What follows belongs to an exercise in optimizing a design on an open flow for small area and a short achievable clock period; a production flow would make more cautious choices. At most, simulation tests tie the RTL to the original design; equivalence was not proved. For run 1, only the layout was checked, not whether the RTL still works. Power figures rest on the tool's default switching activity, not on a simulated workload.

$ cat flow/flow/run.sh
#!/bin/bash
# Own layout flow: the standard layout (standard.sh) with a few extra ORFS
# settings: the ones in extra.mk are appended to config.mk, and
# MATCH_CELL_FOOTPRINT, which the platform's config.mk sets, is overridden on
# the make command line so that repair may resize a cell to any drive
# strength. Each tool's output goes to a log file of its own here.
set -euo pipefail
cat flow/extra.mk >> config.mk
bash standard.sh MATCH_CELL_FOOTPRINT=0 finish > standard_flow.log 2>&1
$ cat flow/flow/extra.mk
# port buffers start at the smallest buffer; repair upsizes the ones on
# critical paths
export BUFFER_PORTS_ARGS = -buffer_cell sky130_fd_sc_hd__buf_1
$ cat flow/standard.sh
#!/bin/bash
# synth_recipe.tcl (not shown) runs the flow's synth.tcl, then flattens the netlist and writes it again
# the make line also repeats each setting of config.mk as NAME=value (left out here)
make -C /OpenROAD-flow-scripts/flow DESIGN_CONFIG=/design/flow/config.mk WORK_HOME=/design/flow/orfs CLKGATE_MAP_FILE= SYNTH_SCRIPT=/design/flow/synth_recipe.tcl "${@:-finish}"
$ cat flow/config.mk
export PLATFORM = sky130hd
export DESIGN_NAME = crc16_tfv
export DESIGN_NICKNAME = crc16_tfv
export VERILOG_FILES = /design/flow/design.v
export SDC_FILE = /design/flow/constraint.sdc
export NUM_CORES = 4
export LEC_CHECK = 0
export CAP_MARGIN = 20
export CORE_MARGIN = 2
export CORE_UTILIZATION = 55
export CTS_CLUSTER_DIAMETER = 150
export CTS_CLUSTER_SIZE = 25
export SETUP_SLACK_MARGIN = 3.0
export SLEW_MARGIN = 20
# port buffers start at the smallest buffer; repair upsizes the ones on
# critical paths
export BUFFER_PORTS_ARGS = -buffer_cell sky130_fd_sc_hd__buf_1
$ cat flow/constraint.sdc
create_clock -name core_clock -period 5.0 [get_ports {clk}]
set_input_delay 1.0000 -clock core_clock [delete_from_list [all_inputs] [get_ports {clk}]]
set_output_delay 1.0000 -clock core_clock [all_outputs]
set_load 0.01 [all_outputs]
$ cat flow/design.v
module crc16_update (
    input  wire [15:0] acc_in,
    input  wire [7:0]  data,
    output wire [15:0] acc_out
);
    wire [7:0] x = acc_in[7:0] ^ data;
    wire       p = ^x;
    assign acc_out = {p,
                      p ^ x[7],
                      x[7] ^ x[6],
                      x[6] ^ x[5],
                      x[5] ^ x[4],
                      x[4] ^ x[3],
                      x[3] ^ x[2],
                      x[2] ^ x[1],
                      acc_in[15] ^ x[1] ^ x[0],
                      acc_in[14] ^ x[0],
                      acc_in[13:9],
                      acc_in[8] ^ p};
endmodule
module crc16_tfv (
    input  wire         clk,
    input  wire         rst,           
    input  wire         in_valid,
    input  wire [7:0]   in_byte,
    input  wire         lenient,       
    input  wire         td_reset,      
    input  wire         ce_valid,
    input  wire         ce_op,         
    input  wire [15:0]  ce_data,
    output wire [15:0]  acc,           
    output wire         busy,          
    output wire         fault,         
    output reg          rec_valid,
    output wire [127:0] rec_id,
    output wire [4:0]   rec_id_len,
    output wire [255:0] rec_val,
    output wire [5:0]   rec_val_len,
    output reg          tel_valid,
    output reg  [1:0]   tel_status,    
    output wire [5:0]   tel_count
);
    reg         busy_q, s_hdr, s_crlf, s_id, s_val, s_vend, s_crc;
    wire        s_wait = ~busy_q;
    reg [15:0]  acc_q;
    reg         len_eff;
    reg         corr;
    reg         fault_q;
    reg [5:0]   idb [0:15];    
    reg [4:0]   id_len;
    reg         id_fresh;      
    reg [5:0]   id_first;      
    reg         id_dirty;      
    reg [7:0]   valb [0:31];
    reg [5:0]   val_len;
    reg         crc_bad;       
    reg [2:0]   crc_len;       
    reg [5:0]   pend;
    assign acc         = acc_q;
    assign busy        = busy_q;
    assign fault       = fault_q;
    assign rec_id_len  = id_len;
    assign rec_val_len = val_len;
    assign tel_count   = pend;
    genvar g;
    generate
        for (g = 0; g < 16; g = g + 1) begin : g_id_out
            assign rec_id[8*g +: 8] = {2'b00, idb[g]};
        end
        for (g = 0; g < 32; g = g + 1) begin : g_val_out
            assign rec_val[8*g +: 8] = valb[g];
        end
    endgenerate
    wire [7:0] b = in_byte;
    wire hi0      = (b[7:4] == 4'h0);
    wire hi2      = (b[7:4] == 4'h2);
    wire hi3      = (b[7:4] == 4'h3);
    wire lo_le9   = ~b[3] | (~b[2] & ~b[1]);                   
    wire is_cr    = hi0 & (b[3:0] == 4'hD);
    wire is_ws    = (hi0 & (b[3:0] == 4'h9)) |                   
                    (hi0 & b[3] & ~b[2] & b[1]) |                
                    (hi0 & b[3] & b[2] & ~b[1]) |                
                    (hi2 & (b[3:0] == 4'h0));                    
    wire is_digit = hi3 & lo_le9;
    wire is_idch  = (hi3 & (lo_le9 | (b[3:0] == 4'hA))) |        
                    (hi2 & (b[3:0] == 4'hA)) |                   
                    (hi2 & (b[3:0] == 4'hD)) |                   
                    (hi2 & (b[3:0] == 4'hE));                    
    wire is_slash = hi2 & (b[3:0] == 4'hF);
    wire is_bang  = hi2 & (b[3:0] == 4'h1);
    wire is_open  = hi2 & (b[3:0] == 4'h8);
    wire is_close = hi2 & (b[3:0] == 4'h9);
    wire is_hex   = is_digit |
                    ((b[7:3] == 5'b01000) & (b[2:0] != 3'd0) & (b[2:0] != 3'd7));  
    wire cec = ce_valid & ~td_reset;
    wire byt = in_valid & ~ce_valid & ~td_reset;
    wire [15:0] acc_p;
    wire [15:0] t_d;
    wire [7:0]  fold_byte = ce_valid ? ce_data[7:0] : in_byte;
    crc16_update u_p (.acc_in(acc_q),    .data(8'h00),     .acc_out(acc_p));
    crc16_update u_t (.acc_in(16'h0000), .data(fold_byte), .acc_out(t_d));
    wire [4:0] id_cur   = id_fresh ? 5'd1 : id_len;    
    wire       id_full  = id_cur[4];
    wire       id_any   = (id_len != 5'd0);             
    wire       val_full = val_len[5];
    wire take    = in_valid & ~ce_valid;                
    wire id_oth  = ~(is_ws | is_idch | is_open);
    wire vend_oth = ~(is_ws | is_digit | is_bang | is_open);
    wire open_c  = (s_wait | s_crc) & is_slash;
    wire term_c  = s_crc & (is_cr | is_slash);
    wire commit_c = s_vend & (is_digit | is_bang);
    wire open_b  = byt & open_c;
    wire term_b  = byt & term_c;
    wire commit  = byt & commit_c;
    wire fold_e  = s_hdr | s_val | ((s_id | s_vend) & len_eff);
    wire st_ws   = s_crlf | s_id | s_vend;    
    wire st_open = s_id | s_vend;             
    wire st_bang = s_vend | s_crc;            
    wire fold_c = fold_e |
                  ((is_ws | is_digit) & st_ws) |
                  (is_idch & s_id) |
                  (is_open & st_open) |
                  (is_bang & st_bang);
    wire wait_c = (s_wait & ~is_slash) |
                  (s_crlf & ~(is_ws | is_digit)) |
                  (s_id & ~len_eff & id_oth) |
                  (s_vend & ~len_eff & vend_oth) |
                  (s_crc & is_cr);
    wire hdr_c  = open_c | (s_hdr & ~is_cr);
    wire crlf_c = (s_hdr & is_cr) | (s_crlf & is_ws);
    wire id_c   = ((s_crlf | s_vend) & is_digit) |
                  (s_id & ~is_open & (is_ws | is_idch | (len_eff & ~is_bang)));
    wire val_c  = ((s_id | s_vend) & is_open) | (s_val & ~is_close);
    wire vend_c = (s_val & is_close) | (s_vend & (is_ws | (len_eff & vend_oth)));
    wire crc_c  = (((s_id & len_eff) | s_vend) & is_bang) |
                  (s_crc & ~(is_cr | is_slash));
    always @(posedge clk) begin
        if (rst | td_reset) begin
            busy_q <= 1'b0; s_hdr <= 1'b0; s_crlf <= 1'b0; s_id <= 1'b0;
            s_val <= 1'b0; s_vend <= 1'b0; s_crc <= 1'b0;
        end else if (take) begin
            busy_q <= ~wait_c;
            s_hdr  <= hdr_c;
            s_crlf <= crlf_c;
            s_id   <= id_c;
            s_val  <= val_c;
            s_vend <= vend_c;
            s_crc  <= crc_c;
        end
    end
    wire tk      = ~rst & ~td_reset;
    wire sel_cel = tk & ce_valid & s_wait & ~ce_op;
    wire sel_cef = tk & ce_valid & s_wait & ce_op;
    wire sel_b   = tk & ~ce_valid & in_valid;
    wire sel_fold = sel_b & fold_c;
    wire sel_hold = ~rst & (td_reset | (~(ce_valid & s_wait) & ~(sel_b & (fold_c | open_c))));
    always @(posedge clk) begin
        acc_q <= ({16{sel_fold | sel_cef}} & (acc_p ^ t_d)) |
                 ({16{sel_cel}}  & ce_data) |
                 ({16{sel_hold}} & acc_q);
    end
    always @(posedge clk) begin
        if (open_b)
            len_eff <= lenient;
        if (s_wait | s_hdr)
            corr <= 1'b0;
        else if (byt & len_eff & ((s_id & id_oth) | (s_vend & vend_oth)))
            corr <= 1'b1;
        if (rst) begin
            fault_q   <= 1'b0;
            rec_valid <= 1'b0;
            tel_valid <= 1'b0;
        end else begin
            if (byt & ((s_id & is_idch & id_full) |
                       (s_val & ~is_close & val_full) |
                       (commit & id_any & (pend == 6'd63))))
                fault_q <= 1'b1;
            rec_valid <= commit & id_any & ~fault_q;
            tel_valid <= term_b & ~fault_q;
        end
    end
    always @(posedge clk) begin
        if (s_wait | s_hdr)
            pend <= 6'd0;
        else if (commit & id_any)
            pend <= pend + 6'd1;
    end
    wire       id_app   = byt & s_id & is_idch;
    wire       id_clr   = s_wait | s_hdr | s_crlf;
    wire       id_wipe  = id_clr | (s_id & (id_dirty | id_fresh));
    wire [5:0] id_data  = (s_id | s_crc) ? b[5:0] : 6'd0;
    wire [5:0] id_data1 = (id_clr | (s_id & id_dirty)) ? 6'd0 : id_data;
    wire [5:0] id_data2 = id_wipe ? 6'd0 : id_data;
    always @(posedge clk) begin
        if (s_crlf)
            id_len <= 5'd1;
        else if (s_id) begin
            if (id_app)
                id_len <= id_cur + 5'd1;
            else if (byt & len_eff & id_oth)
                id_len <= 5'd0;
            else
                id_len <= id_cur;
        end
        id_fresh <= commit & is_digit;
        id_dirty <= byt & s_id & len_eff & id_oth;
        if (s_vend)
            id_first <= b[5:0];
    end
    wire       id_wr  = s_id | s_val | s_crc;
    wire [4:0] id_pos = s_crc ? {2'b00, crc_len} : id_cur;
    integer k;
    always @(posedge clk) begin
        if (id_wipe | (id_wr & (id_pos == 5'd0)))
            idb[0] <= s_crlf ? b[5:0] : (s_id & id_fresh) ? id_first : id_data;
        if (id_wipe | (id_wr & (id_pos == 5'd1)))
            idb[1] <= id_data1;
        for (k = 2; k < 16; k = k + 1)
            if (id_wipe | (id_wr & (id_pos == k)))
                idb[k] <= id_data2;
    end
    wire       val_clr  = ~(s_val | s_vend);
    wire       val_app  = byt & s_val & ~is_close;
    wire [7:0] val_data = s_val ? b : 8'h00;
    always @(posedge clk) begin
        if (val_clr)
            val_len <= 6'd0;
        else if (val_app)
            val_len <= val_len + 6'd1;
        for (k = 0; k < 32; k = k + 1)
            if (val_clr | (val_len == k))
                valb[k] <= val_data;
    end
    wire crc_app = byt & s_crc & ~(is_cr | is_slash | is_bang);
    always @(posedge clk) begin
        if (~s_crc) begin
            crc_len <= 3'd0;
            crc_bad <= 1'b0;
        end else if (crc_app) begin
            if (crc_len != 3'd5)
                crc_len <= crc_len + 3'd1;
            if (~crc_len[2] & ~is_hex)
                crc_bad <= 1'b1;
        end
    end
    function [3:0] hex_nib;
        input [5:0] c;
        begin
            if (c[4])
                hex_nib = c[3:0];
            else case (c[2:0])
                3'd1: hex_nib = 4'hA;
                3'd2: hex_nib = 4'hB;
                3'd3: hex_nib = 4'hC;
                3'd4: hex_nib = 4'hD;
                3'd5: hex_nib = 4'hE;
                default: hex_nib = 4'hF;
            endcase
        end
    endfunction
    wire [15:0] crc_hex = {hex_nib(idb[0]), hex_nib(idb[1]), hex_nib(idb[2]), hex_nib(idb[3])};
    wire [1:0] status = corr ? 2'd2 :
                        (crc_len == 3'd0) ? 2'd0 :
                        ((crc_len == 3'd4) && !crc_bad && (crc_hex == acc_q)) ? 2'd0 : 2'd1;
    always @(posedge clk) begin
        if (term_b)
            tel_status <= status;
    end
endmodule
==> results.yml, run 1 <==
clocking:
  clockRootBuffer: "clkbuf_16"
  worstSkewPairLatency_ns: 0.54
  numCtsBuffers: 20
  htree_levels: 1
  path_clk_slew_ns: 0.10
  cts_tree: "built"
  clock_sinks: 411
  cts_hold_buf: 0
  clock_path_buffers: 3
yosys:
  post_synth_xor_area_fraction_pct: 3.82
  yosysUniqueCellTypes: 74
  ys_seq_elements: 411
  synth_compound_area_share_pct: 7.04
  synth_adder_area_share_pct: 0.799
  syn_inst: 999
  synth_seq_area_share_pct: 75.7
  postSynth.asyncResetShare_pct: 0
  ys.flop_type: "edfxtp_1"
  synth_edf_count: 361
  synth_area_mm2: 0.0157
  synth_top_family_by_area: "simple AND/OR/NAND/NOR gates"
  yosysWarnings: 3
  synthSimpleGateAreaFrac_pct: 8.05
  synth.avg_cell_area_um2: 15.7
  synth_mux_area_share_pct: 1.31
placement:
  gp_congestion: 0.864
  place_inst: 1768
  dp_slack_ns: 1.16
  numPortBuffers: 421
  dpl.hpwl_um: 30500
sta:
  finalSetupTns_ns: 0
  fin_worst_skew_ns: 0.0234
  final.setup.worst_slack_ns: 2.41
  worst_pin_slew_ns: 1.01
  drv_slew: 0
  hold_viol: 0
  period_minus_slack_ns: 2.59
  post-route-period-util_pct: 51.8
  relSlewSlack_pct: 32.7
  setup_violations: 0
  fmax_mhz: 386
  rsz0062_at_grt: "yes"
floorplan:
  initial_core_util_pct: 56.0
  ios: 454
  num_rows: 61
  die_h_um: 173
  die_x_um: 173
  die-area_mm2: 0.0298
  coreArea_mm2: 0.0279
routing:
  drt-total-wl_um: 45800
  final_antenna_net_count: 0
  drtPass1Iterations: 5
  routed-via-count: 10600
  drc: 0
  post_drt_via_cell_ratio: 5.52
  routedWlPerCell_um: 23.8
  drt_iter0_markers: 1004
setup_path:
  worst_ep_required_time_ns: 5.41
  worst-setup-path-type: "in -> reg"
  crit_path_max_fanout: 8
  cp.arrival_ns: 3.00
  start_kind: "input port"
  critical-path-slowest-cell: "or4_4"
  critPathMaxStageDelay_ns: 0.58
  cp-end-kind: "flop"
  worstPathCellList: "buf_12, or4_4, nor4_4, o32ai_4, a31oi_4, nor3_4, a221o_1"
pwr:
  p_sw_w: 0.00116
  p_leak_nw: 9.15
  pwr-share-comb_pct: 4.5
  seqPwrFrac_pct: 64.3
  switching_share_pct: 20.2
  pwr-share-clk_pct: 31.2
  vdd_drop_max_mv: 0.343
  intPower_w: 0.00457
  power_density_mw_per_mm2: 273
final_layout:
  area_delta_synth_final_pct: 33.7
  final_nets: 1574
  final_cell_count_no_fill: 1925
  fillers: 1808
  diodes: 0
  multi_input_comb_area_mm2: 0.00425
  drive_gt1_share_pct: 45.5
  regArea_mm2: 0.0120
global_routing:
  grt_pass1_vias: 9815
  overflow: 0
  antenna_found_initial: 0
  grt_max_degree: 33
  grt_pass1_wl_um: 64200
  grt_usage_pct: 28.8
run:
  cap_viol_max_count: 0
hold_path:
  hold_path_class: "reg -> reg"
run_status:
  status: "complete, no violations"
==> power groups by stage <==
stage | clock [W] | combinational [W] | sequential (W)
6_report | 0.00178 | 0.000259 | 0.00368
3_5_place_dp | 0 | 0.000197 | 0.00377
5_1_grt | 0.00193 | 0.000276 | 0.00368
3_3_place_gp | 0 | 0.000195 | 0.00377
4_1_cts | 0.00180 | 0.000248 | 0.00368
2_1_floorplan | 0 | 0.000175 | 0.00377
==> stage by stage <==
step | cell area (um^2) | total power (W) | utilization, % | hold slack, ns
floorplan | 16000 | 0.00394 | - | 0.431
global placement | 17700 | 0.00397 | 63.4 | 0.480
detailed placement | 17700 | 0.00397 | 63.4 | 0.489
CTS | 20300 | 0.00573 | 72.7 | 0.513
global route | 20900 | 0.00589 | 74.9 | 0.525
finish | 20900 | 0.00572 | 74.9 | 0.517
==> layout by cell type (no fill, tap or decap), types with 6 or more instances in the layout <==
cell       instances
nand4_1           14
mux2i_1           14
a22o_1             7
buf_1             44
clkbuf_16         20
buf_2             57
nor2_4            10
clkbuf_2         258
nor2_1            44
o21ai_0           21
dfxtp_4           27
edfxtp_1         361
nand2_2            6
nand2_1           44
buf_12             9
a21oi_1           16
conb_1            32
nor4_4             7
buf_4            109
nor3b_1            8
inv_1             16
xnor2_1           33
dfxtp_2           15
nor2b_1            6
buf_6             68
xor2_1            29
clkbuf_1          14
o21ai_2           29
nand3_1           10
a221o_1           17
ha_1               9
and2_1            23
and3_1             6
dfxtp_1            8
o21ai_4           13
o21ai_1            8
nand2b_1           9
==> critical path, delay by kind of cell <==
kind / cells / cell delay, ns
AND/OR/NAND/NOR: 3 / 1.01
AO/OA/AOI/OAI: 3 / 0.87
buffers and inverters: 1 / 0.10
==> per-layer routing <==
| layer | vias up | global-route usage [%] | share of wire [%] |
|---|---|---|---|
| met5 | - | 0 | 0 |
| met4 | 0 | 8.79 | 3.1 |
| met3 | 78 | 6.16 | 7.6 |
| met2 | 495 | 51.2 | 52 |
| met1 | 5272 | 35.6 | 37 |
| li1 | 4782 | - | - |
==> flip-flops by register name, summed over array words and instances, names as in the netlist, 2 cells and up <==
name / count
val_len: 6
tel_status: 2
acc_q: 16
valb: 256
pend: 6
idb: 96
id_len: 5
crc_len: 3
id_first: 6
==> layout make-up <==
class / count / share of cell area (%)
inverters: 22 / 0.520
flip-flops and latches: 411 / 57.2
well taps: 378 / 2.26
clock buffers: 34 / 2.64
clock inverters: 2 / 0.155
repair buffers: 549 / 17.0
multi-input cells: 529 / 20.3
==> worst paths after layout <==
| check | to | startpoint | cells after the start | slack, ns |
|---|---|---|---|---|
| setup / recovery | acc_q[6]$_DFF_P_ | in_byte[5] | 7 | 2.41 |
| hold / removal | corr$_SDFFE_PP0P_ | corr$_SDFFE_PP0P_ | 2 | 0.52 |
| setup reg to reg | acc_q[14]$_DFF_P_ | s_vend$_SDFFE_PP0P_ | 7 | 2.64 |
| hold reg to reg | corr$_SDFFE_PP0P_ | corr$_SDFFE_PP0P_ | 2 | 0.52 |
==> kinds of logic after synthesis <==
| family | after synthesis |
|---|---|
| and+or+nand+nor | 234 |
| DFF | 411 |
| other | 1 |
| buffers and inverters | 95 |
| AOI/OAI and AO/OA | 164 |
| adders and majority gates | 10 |
| muxes | 19 |
| xor gates and xnor gates | 65 |
==> what timing repair did <==
| action | in CTS | in global routing |
|---|---|---|
| resized for setup | 674 | 171 |
| endpoints found under the setup margin | 1044 | 810 |
| pin swaps | 45 | 33 |
| buffers inserted | 87 | 29 |
| cloned | 3 | 2 |
==> Yosys cell counts, drive strengths merged, types with 2 or more instances <==
master     n  area [um^2]
edfxtp   361        10800
o21ai     71          355
nor2      52          195
nand2     51          191
dfxtp     50         1000
buf       43          318
xnor2     34          298
clkbuf    30          114
xor2      29          254
and2      26          163
inv       21         78.8
a21oi     20          100
a221o     17          170
mux2i     16          160
nand4     14         87.6
nand3     13         65.1
nor3b     11         93.8
ha        10          125
nor2b     10         62.6
nor3      10         55.1
nor4      10         68.8
nand2b     9         56.3
a22o       7         61.3
a31oi      6         37.5
and3       6         37.5
o21a       5         37.5
or4        5         45.0
o211ai     4         30.0
or2        4         25.0
a21o       3         22.5
a311oi     3         26.3
a32oi      3         26.3
a41oi      3         26.3
nand3b     3         22.5
nor4b      3         26.3
o311ai     3         26.3
a211oi     2         20.0
a22oi      2         15.0
a2bb2oi    2         17.5
mux2       2         22.5
o31ai      2         15.0
o32ai      2         36.3
or4b       2         23.8
==> run 2, diff against run 1 <==
--- a/flow/design.v
+++ b/flow/design.v
@@ -83,9 +83,8 @@
                     (hi2 & (b[3:0] == 4'h0));                    
     wire is_digit = hi3 & lo_le9;
     wire is_idch  = (hi3 & (lo_le9 | (b[3:0] == 4'hA))) |        
-                    (hi2 & (b[3:0] == 4'hA)) |                   
-                    (hi2 & (b[3:0] == 4'hD)) |                   
-                    (hi2 & (b[3:0] == 4'hE));                    
+                    (hi2 & b[3] & ((~b[2] & b[1] & ~b[0]) |
+                                   (b[2] & (b[1] ^ b[0]))));    
     wire is_slash = hi2 & (b[3:0] == 4'hF);
     wire is_bang  = hi2 & (b[3:0] == 4'h1);
     wire is_open  = hi2 & (b[3:0] == 4'h8);
@@ -95,10 +94,10 @@
     wire cec = ce_valid & ~td_reset;
     wire byt = in_valid & ~ce_valid & ~td_reset;
     wire [15:0] acc_p;
-    wire [15:0] t_d;
-    wire [7:0]  fold_byte = ce_valid ? ce_data[7:0] : in_byte;
-    crc16_update u_p (.acc_in(acc_q),    .data(8'h00),     .acc_out(acc_p));
-    crc16_update u_t (.acc_in(16'h0000), .data(fold_byte), .acc_out(t_d));
+    wire [15:0] t_in, t_ce;
+    crc16_update u_p  (.acc_in(acc_q),              .data(8'h00),        .acc_out(acc_p));
+    crc16_update u_ti (.acc_in(16'h0000),           .data(in_byte),      .acc_out(t_in));
+    crc16_update u_tc (.acc_in(16'h0000),           .data(ce_data[7:0]), .acc_out(t_ce));
     wire [4:0] id_cur   = id_fresh ? 5'd1 : id_len;    
     wire       id_full  = id_cur[4];
     wire       id_any   = (id_len != 5'd0);             
@@ -155,7 +154,8 @@
     wire sel_fold = sel_b & fold_c;
     wire sel_hold = ~rst & (td_reset | (~(ce_valid & s_wait) & ~(sel_b & (fold_c | open_c))));
     always @(posedge clk) begin
-        acc_q <= ({16{sel_fold | sel_cef}} & (acc_p ^ t_d)) |
+        acc_q <= ({16{sel_fold}} & (acc_p ^ t_in)) |
+                 ({16{sel_cef}}  & (acc_p ^ t_ce)) |
                  ({16{sel_cel}}  & ce_data) |
                  ({16{sel_hold}} & acc_q);
     end
@@ -207,16 +207,17 @@
         if (s_vend)
             id_first <= b[5:0];
     end
-    wire       id_wr  = s_id | s_val | s_crc;
-    wire [4:0] id_pos = s_crc ? {2'b00, crc_len} : id_cur;
     integer k;
     always @(posedge clk) begin
-        if (id_wipe | (id_wr & (id_pos == 5'd0)))
+        if (id_wipe | (s_id & (id_cur == 5'd0)) | (s_val & (id_len == 5'd0)) |
+            (s_crc & (crc_len == 3'd0)))
             idb[0] <= s_crlf ? b[5:0] : (s_id & id_fresh) ? id_first : id_data;
-        if (id_wipe | (id_wr & (id_pos == 5'd1)))
+        if (id_wipe | (s_id & (id_cur == 5'd1)) | (s_val & (id_len == 5'd1)) |
+            (s_crc & (crc_len == 3'd1)))
             idb[1] <= id_data1;
         for (k = 2; k < 16; k = k + 1)
-            if (id_wipe | (id_wr & (id_pos == k)))
+            if (id_wipe | (s_id & (id_cur == k)) | (s_val & (id_len == k)) |
+                (s_crc & (crc_len == k)))
                 idb[k] <= id_data2;
     end
     wire       val_clr  = ~(s_val | s_vend);
==> flow/run.sh (new file) <==
#!/bin/bash
# synth_recipe.tcl (not shown) runs the flow's synth.tcl, then flattens the netlist and writes it again
# the make line also repeats each setting of config.mk as NAME=value (left out here)
make -C /OpenROAD-flow-scripts/flow DESIGN_CONFIG=/design/flow/config.mk WORK_HOME=/design/flow/orfs CLKGATE_MAP_FILE= SYNTH_SCRIPT=/design/flow/synth_recipe.tcl finish
==> flow/config.mk (replaced) <==
export PLATFORM = sky130hd
export DESIGN_NAME = crc16_tfv
export DESIGN_NICKNAME = crc16_tfv
export VERILOG_FILES = /design/flow/design.v
export SDC_FILE = /design/flow/constraint.sdc
export NUM_CORES = 4
export LEC_CHECK = 0
export CAP_MARGIN = 20
export CORE_MARGIN = 2
export CORE_UTILIZATION = 40
export CTS_CLUSTER_DIAMETER = 150
export CTS_CLUSTER_SIZE = 25
export SETUP_SLACK_MARGIN = 3.5
export SLEW_MARGIN = 20
removed: flow/flow/run.sh
removed: flow/flow/extra.mk
removed: flow/standard.sh
==> run 2 against run 1 <==
Count of clock-buffer cells in the layout is the same; clock skew is 0.0095 ns higher; hold slack got worse by 0.036 ns; largest cell class unchanged; power grew 3.9%; synthesized cell count rose by 5.3%; highest routed layer unchanged; area after synthesis increased by 2.3%; sequential share of layout area shrank 7.0 points; die area rose by 40%; global-route usage shrank 4.4 points.
==> results.yml, run 2 <==
floorplan:
  num_rows: 73
  die_h_um: 204
  coreArea_mm2: 0.0396
  initial_core_util_pct: 40.4
  die_x_um: 204
  die-area_mm2: 0.0416
  ios: 454
final_layout:
  final_common_cell: "edfxtp_1"
  final_util_pct: 60.3
  area_delta_synth_final_pct: 49.2
  drive_gt1_share_pct: 54.3
  multi_input_comb_area_mm2: 0.00534
  largest_reg_flops: 256
  diodes: 0
  final_nets: 1758
  mostFrequentLayoutCells: "edfxtp_1, buf_2, buf_4, buf_6, buf_12"
  final_cell_count_no_fill: 2232
  regArea_mm2: 0.0120
  regMostFlops: "valb"
  fillers: 3046
  stdcell_area_mm2: 0.0239
  top_regs: "valb (256), idb (96), acc_q (16)"
yosys:
  synth_area_leaders: "edfxtp_1, dfxtp_1, ha_1, xnor2_1, nand2_1"
  synth_top_family_by_area: "simple AND/OR/NAND/NOR gates"
  postSynth.asyncResetShare_pct: 0
  synth_edf_count: 361
  ys_seq_elements: 411
  yosys.cell_count.top_type: "edfxtp_1"
  synth_top_area_share_pct: 67.7
  netlist_top_cells_count: "edfxtp_1, nand2_1, o21ai_0"
  yosysUniqueCellTypes: 64
  synth_compound_area_share_pct: 7.00
  syn_inst: 1052
  yosysWarnings: 3
  synth.avg_cell_area_um2: 15.2
  synthSimpleGateAreaFrac_pct: 8.24
  yosys.area.top_type: "edfxtp_1"
  synth_adder_area_share_pct: 2.66
  synth_seq_area_share_pct: 74.0
  synth_area_mm2: 0.0160
  ys.flop_type: "edfxtp_1"
  post_synth_xor_area_fraction_pct: 4.27
  synth_mux_area_share_pct: 0.586
placement:
  gp_congestion: 0.876
  numPortBuffers: 421
  dpl.hpwl_um: 34600
  dpl_cell_area_mm2: 0.0213
  place_inst: 1964
routing:
  post_drt_via_cell_ratio: 5.15
  routedWlPerCell_um: 24.8
  drt_iter0_markers: 801
  drtPass1Iterations: 6
  routed-via-count: 11500
  drc: 0
  final_antenna_net_count: 0
  drt-total-wl_um: 55300
pwr:
  p_leak_nw: 10.6
  vdd_drop_max_mv: 0.203
  power_density_mw_per_mm2: 249
run:
  cap_viol_max_count: 0
sta:
  setup_violations: 0
  worst_pin_slew_ns: 0.521
  post-route-period-util_pct: 45.7
  fin_worst_skew_ns: 0.0329
  fmax_mhz: 437
  drv_slew: 0
  rsz0062_at_grt: "yes"
  relSlewSlack_pct: 65.3
  finalSetupTns_ns: 0
  period_minus_slack_ns: 2.29
  hold_viol: 0
setup_path:
  crit_path_max_fanout: 6
  critPathMaxStageDelay_ns: 0.36
  cp_common_cell: "buf_6"
  worstPathCellList: "buf_8, inv_4, ha_4, buf_6, nand4_1, o211a_4, a21oi_4, o41ai_4, buf_6, nand2_4, a221o_1"
  crit_buf_inv: 4
  start_kind: "input port"
  critical-path-slowest-cell: "o41ai_4"
  cp.depth: 11
  worstRegToRegCells: 7
  cp.arrival_ns: 2.73
  crit_family: "compound AO/OA/AOI/OAI gates"
  worst_ep_required_time_ns: 5.44
  cp-end-kind: "flop"
  worst-setup-path-type: "in -> reg"
run_status:
  status: "complete, no violations"
clocking:
  clock_path_buffers: 3
  cts_tree: "built"
  path_clk_slew_ns: 0.10
  clock_sinks: 411
  htree_levels: 1
  cts_hold_buf: 0
  worstSkewPairLatency_ns: 0.56
  numCtsBuffers: 20
  clockRootBuffer: "clkbuf_16"
global_routing:
  grt_pass1_vias: 10900
  grt_pass1_wl_um: 74900
  grt_max_degree: 33
  antenna_found_initial: 1
  overflow: 0
  grt_usage_pct: 24.4
hold_path:
  whs_path_depth: 1
  hold_path_class: "reg -> reg"
run 2: cell types whose count changed after synthesis, moves of 8 or more:
cell      delta
nor2_1       -8
nand2b_1     +9
o21ai_0     -16
ha_1        +24
xnor2_1      +8
mux2i_1     -10
nand2_1     +34
inv_1       +12
run 2: layout make-up:
type,count,area share [%]
tap,525,2.75
sequential,411,50.1
multi-input combinational,581,22.3
clock inverter,2,0.136
inverter,32,0.885
clock buffer,34,2.31
timing repair buffer,647,21.5
run 2: repair_timing:
item,in CTS,in global routing
setup endpoints to repair,1154,926
gates resized for setup,1958,161
pin swaps,100,103
buffers inserted,158,66
gates cloned,5,3
run 2: per-stage QoR:
stage                     power (W)  hold WS [ns]  worst slack (ns)
after floorplan             0.00400         0.433              2.17
after global placement      0.00407         0.454              1.03
after detailed placement    0.00407         0.461             0.950
after CTS                   0.00592         0.486              2.72
after global routing        0.00612         0.503              2.67
final                       0.00595         0.481              2.71
run 2: cells by family after synthesis:
kind of cell	count (synthesis)
XOR/XNOR	74
multiplexers	9
other	1
buffers and inverters	98
AO/OA/AOI/OAI	163
adder cells (fa/ha/maj)	34
AND/OR/NAND/NOR	262
flip-flops	411
run 2: worst paths after layout:
path                   startpoint                   end  slack (ns)
max                    in_byte[7]      acc_q[4]$_DFF_P_        2.71
min          crc_bad$_SDFFE_PN0P_  crc_bad$_SDFFE_PN0P_        0.48
max reg2reg      acc_q[4]$_DFF_P_     acc_q[15]$_DFF_P_        2.80
min reg2reg  crc_bad$_SDFFE_PN0P_  crc_bad$_SDFFE_PN0P_        0.48
run 2: power breakdown:
group,switching [W],leakage (nW),total [W],internal [W]
sequential,0.0000117,4.85,0.00368,0.00367
clock,0.00106,0.277,0.00183,0.000777
combinational,0.000205,5.49,0.000430,0.000225
run 2: worst reg2reg max path, delay by kind of cell, from the launching register on:
family          cells  cell delay, ns
compound gates      2            0.53
xor+xnor            4            1.03
buf+inv             1            0.17
flops               1            0.37
run 2: routing by layer:
layer	wire (um)	up-vias	share of wire, %	GRT usage, %
met2	28700	493	52	43.7
li1	-	5115	-	-
met1	21100	5796	38	30.4
met4	1930	0	3.5	7.45
met3	3480	95	6.3	3.86
met5	0	-	0	0
==> run 3, diff against run 2 <==
--- a/flow/config.mk
+++ b/flow/config.mk
@@ -8,7 +8,5 @@
 export CAP_MARGIN = 20
 export CORE_MARGIN = 2
 export CORE_UTILIZATION = 40
-export CTS_CLUSTER_DIAMETER = 150
-export CTS_CLUSTER_SIZE = 25
-export SETUP_SLACK_MARGIN = 3.5
+export SETUP_SLACK_MARGIN = 3.0
 export SLEW_MARGIN = 20
==> run 3 against run 2 <==
First-iteration DRC count is 10% lower; highest routed layer unchanged; largest power group unchanged; count of clock-buffer cells in the layout increased by 21; non-clock buffer count shrank 85; critical endpoint unchanged; utilization fell by 3.4 points; maximum frequency is essentially flat; register-to-register slack better by 0.04 ns; power increased by 25%; combinational power down 4%; global-route usage decreased by 0.92 points.
==> results.yml, run 3 <==
run_status:
  status: "complete, no violations"
yosys:
  synth_top_area_share_pct: 67.7
  postSynth.asyncResetShare_pct: 0
  synth_area_mm2: 0.0160
  netlist_top_cells_count: "edfxtp_1, nand2_1, o21ai_0"
  yosys.area.top_type: "edfxtp_1"
  ys.flop_type: "edfxtp_1"
  yosysWarnings: 3
  yosysUniqueCellTypes: 64
  synth_edf_count: 361
  yosys.cell_count.top_type: "edfxtp_1"
  syn_inst: 1052
  synth_area_leaders: "edfxtp_1, dfxtp_1, ha_1, xnor2_1, nand2_1"
  synth_seq_area_share_pct: 74.0
  ys_seq_elements: 411
  synth.avg_cell_area_um2: 15.2
floorplan:
  ios: 454
  coreArea_mm2: 0.0396
  initial_core_util_pct: 40.4
  die_h_um: 204
  die_x_um: 204
  num_rows: 73
  die-area_mm2: 0.0416
setup_path:
  start_kind: "input port"
  worst_ep_required_time_ns: 5.43
  cp_common_cell: "buf_6"
  worstPathCellList: "buf_8, inv_4, ha_4, buf_6, nand4_1, o211a_4, a21oi_4, o41ai_4, buf_6, nand2_4, a221o_1"
  critPathMaxStageDelay_ns: 0.36
  worstRegToRegCells: 7
  critical-path-slowest-cell: "o41ai_4"
  timing.rr.start: "acc_q[2]$_DFF_P_"
  cp.arrival_ns: 2.72
  crit_path_max_fanout: 8
  regToRegEndpoint: "acc_q[15]$_DFF_P_"
  ff2ff_setup_slack_ns: 2.84
  worst-setup-path-type: "in -> reg"
  cp-end-kind: "flop"
routing:
  drt-total-wl_um: 50700
  routedWlPerCell_um: 23.2
  drtPass1Iterations: 5
  drt_iter0_markers: 719
  routed-via-count: 11000
  final_antenna_net_count: 0
  post_drt_via_cell_ratio: 5.03
  drc: 0
sta:
  relSlewSlack_pct: 38.3
  fin_worst_skew_ns: 0.0184
  drv_slew: 0
  timing.hold.ws_ns: 0.487
  rsz0062_at_grt: "yes"
  fmax_mhz: 438
  finalSetupTns_ns: 0
  hold_viol: 0
  setup_violations: 0
  period_minus_slack_ns: 2.28
  post-route-period-util_pct: 45.7
  worst_pin_slew_ns: 0.925
global_routing:
  met1_usage_pct: 29.6
  grt_usage_pct: 23.5
  overflow: 0
  antenna_found_initial: 2
  grt_max_degree: 33
  grt_use_met3_pct: 4.66
  grt_pass1_wl_um: 71600
  grt_pass1_vias: 10400
  grt_busiest_layer: "met2"
  use_met2_pct: 40.7
clocking:
  htree_levels: 2
  clock_sinks: 411
  cts_hold_buf: 0
  path_clk_slew_ns: 0.06
  clockRootBuffer: "clkbuf_16"
  numCtsBuffers: 44
  cts_tree: "built"
  clock_path_buffers: 3
  worstSkewPairLatency_ns: 0.56
placement:
  numPortBuffers: 421
  gp_congestion: 0.905
  dpl.hpwl_um: 33900
pwr:
  pwr-share-clk_pct: 44.8
  p_leak_nw: 10.3
  switching_share_pct: 20.8
  seqPwrFrac_pct: 49.7
  pwr-share-comb_pct: 5.5
  p_sw_w: 0.00154
  vdd_drop_max_mv: 0.253
  intPower_w: 0.00588
  power_density_mw_per_mm2: 329
hold_path:
  hold_path_class: "reg -> reg"
  min_to: "crc_bad$_SDFFE_PN0P_"
  min-delay-start: "crc_bad$_SDFFE_PN0P_"
  whs_path_depth: 1
final_layout:
  area_delta_synth_final_pct: 40.9
  final_common_cell: "edfxtp_1"
  final_nets: 1691
  multi_input_comb_area_mm2: 0.00448
  top_regs: "valb (256), idb (96), acc_q (16)"
  regArea_mm2: 0.0120
  largest_reg_flops: 256
  drive_gt1_share_pct: 48.0
  regMostFlops: "valb"
  fillers: 3284
  mostFrequentLayoutCells: "edfxtp_1, buf_2, buf_4, nand2_1, buf_6"
run:
  cap_viol_max_count: 0
run 3: cell counts after synthesis:
Identical to the previous run, type by type.
run 3: cell families after synthesis:
logic type	Yosys count	synth area share [%]
DFF	411	74.0
and+or+nand+nor	262	8.24
AOI/OAI and AO/OA	163	7.00
buffers and inverters	98	3.27
xor gates and xnor gates	74	4.27
adders and majority gates	34	2.66
muxes	9	0.586
other	1	0.0234
run 3: power groups by stage:
stage	registers, W	clock network (W)	logic (W)
2_1_floorplan	0.00378	0	0.000218
3_3_place_gp	0.00379	0	0.000287
3_5_place_dp	0.00379	0	0.000288
4_1_cts	0.00369	0.00338	0.000377
5_1_grt	0.00369	0.00351	0.000437
6_report	0.00369	0.00333	0.000411
run 3: through the flow:
stage	setup WS [ns]	std cells	util [%]	instance area, um^2	total power, W
detailed placement	0.924	1977	52.4	20800	0.00407
global placement	1.00	1977	52.4	20800	0.00407
global route	2.70	2188	56.9	22600	0.00764
finish	2.72	2188	56.9	22600	0.00743
floorplan	2.17	1083	-	16200	0.00400
CTS	2.70	2151	55.2	21900	0.00745
run 3: how the worst max path moves through the flow:
stage / startpoint / endpoint / slack, ns / depth (start not counted)
2_1_floorplan: in_byte[2] / acc_q[10]$_DFF_P_ / 2.17 / 11
3_3_place_gp: in_byte[1] / acc_q[7]$_DFF_P_ / 1.00 / 9
3_5_place_dp: in_byte[1] / acc_q[7]$_DFF_P_ / 0.92 / 9
4_1_cts: in_byte[0] / acc_q[3]$_DFF_P_ / 2.70 / 11
5_1_grt: in_byte[7] / acc_q[4]$_DFF_P_ / 2.70 / 11
6_report: in_byte[7] / acc_q[4]$_DFF_P_ / 2.72 / 11
run 3: per-layer routing:
metal	part of all wire [%]	wire length, um
met5	0	0
met4	2.8	1410
met3	7.1	3600
met2	51	25900
met1	39	19800
run 3: final cells by class:
type | instances | share of cell area [%]
Sequential cell | 411 | 53.0
Clock buffer | 55 | 5.20
Antenna cell | 2 | 0.0222
Clock inverter | 26 | 1.40
Timing Repair Buffer | 562 | 16.9
Inverter | 32 | 0.704
Tap cell | 525 | 2.91
Multi-Input combinational cell | 575 | 19.9
run 3: worst max-delay path, delay by kind of cell:
kind	cells	cell delay [ns]
AO/OA/AOI/OAI	4	0.92
buffers and inverters	4	0.44
adder cells (fa/ha/maj)	1	0.18
AND/OR/NAND/NOR	2	0.17
run 3: repair_timing:
action,4_1_cts,5_1_grt
setup buffers,92,35
endpoints found under the setup margin,1053,737
pin swaps,41,49
gates resized for setup,1897,111
gates cloned,1,0

[re-timing with driven ports]
The flow's constraints put no driver on any port. The routed layouts listed below were extracted and timed again, unchanged, in two steps. Step 1: set_driving_cell puts a clkbuf_16 on clk and a buf_2 on each other input, an assumption about the parent block. Step 2, shift: input delay + t, output delay - t, t = (earliest + latest rising clock arrival at the registers) / 2. This alone moves slack from input paths to output paths. Three values: ideal ports, drivers, drivers and shift; two values: the first two.
run | t (ns) | slack for setup (ns) | slew at the worst register clock pin (ns)
run 1 | 0.577 | 2.409 / 2.396 / 1.819 | 0.10 / 0.10
run 2 | 0.591 | 2.713 / 2.707 / 2.117 | 0.11 / 0.11
run 3 | 0.606 | 2.715 / 2.707 / 2.101 | 0.07 / 0.07
After both steps every run listed still meets setup and hold. For run 3, which loses most, drivers alone change the setup slack by -0.008 ns; drivers and shift together by -0.614 ns.
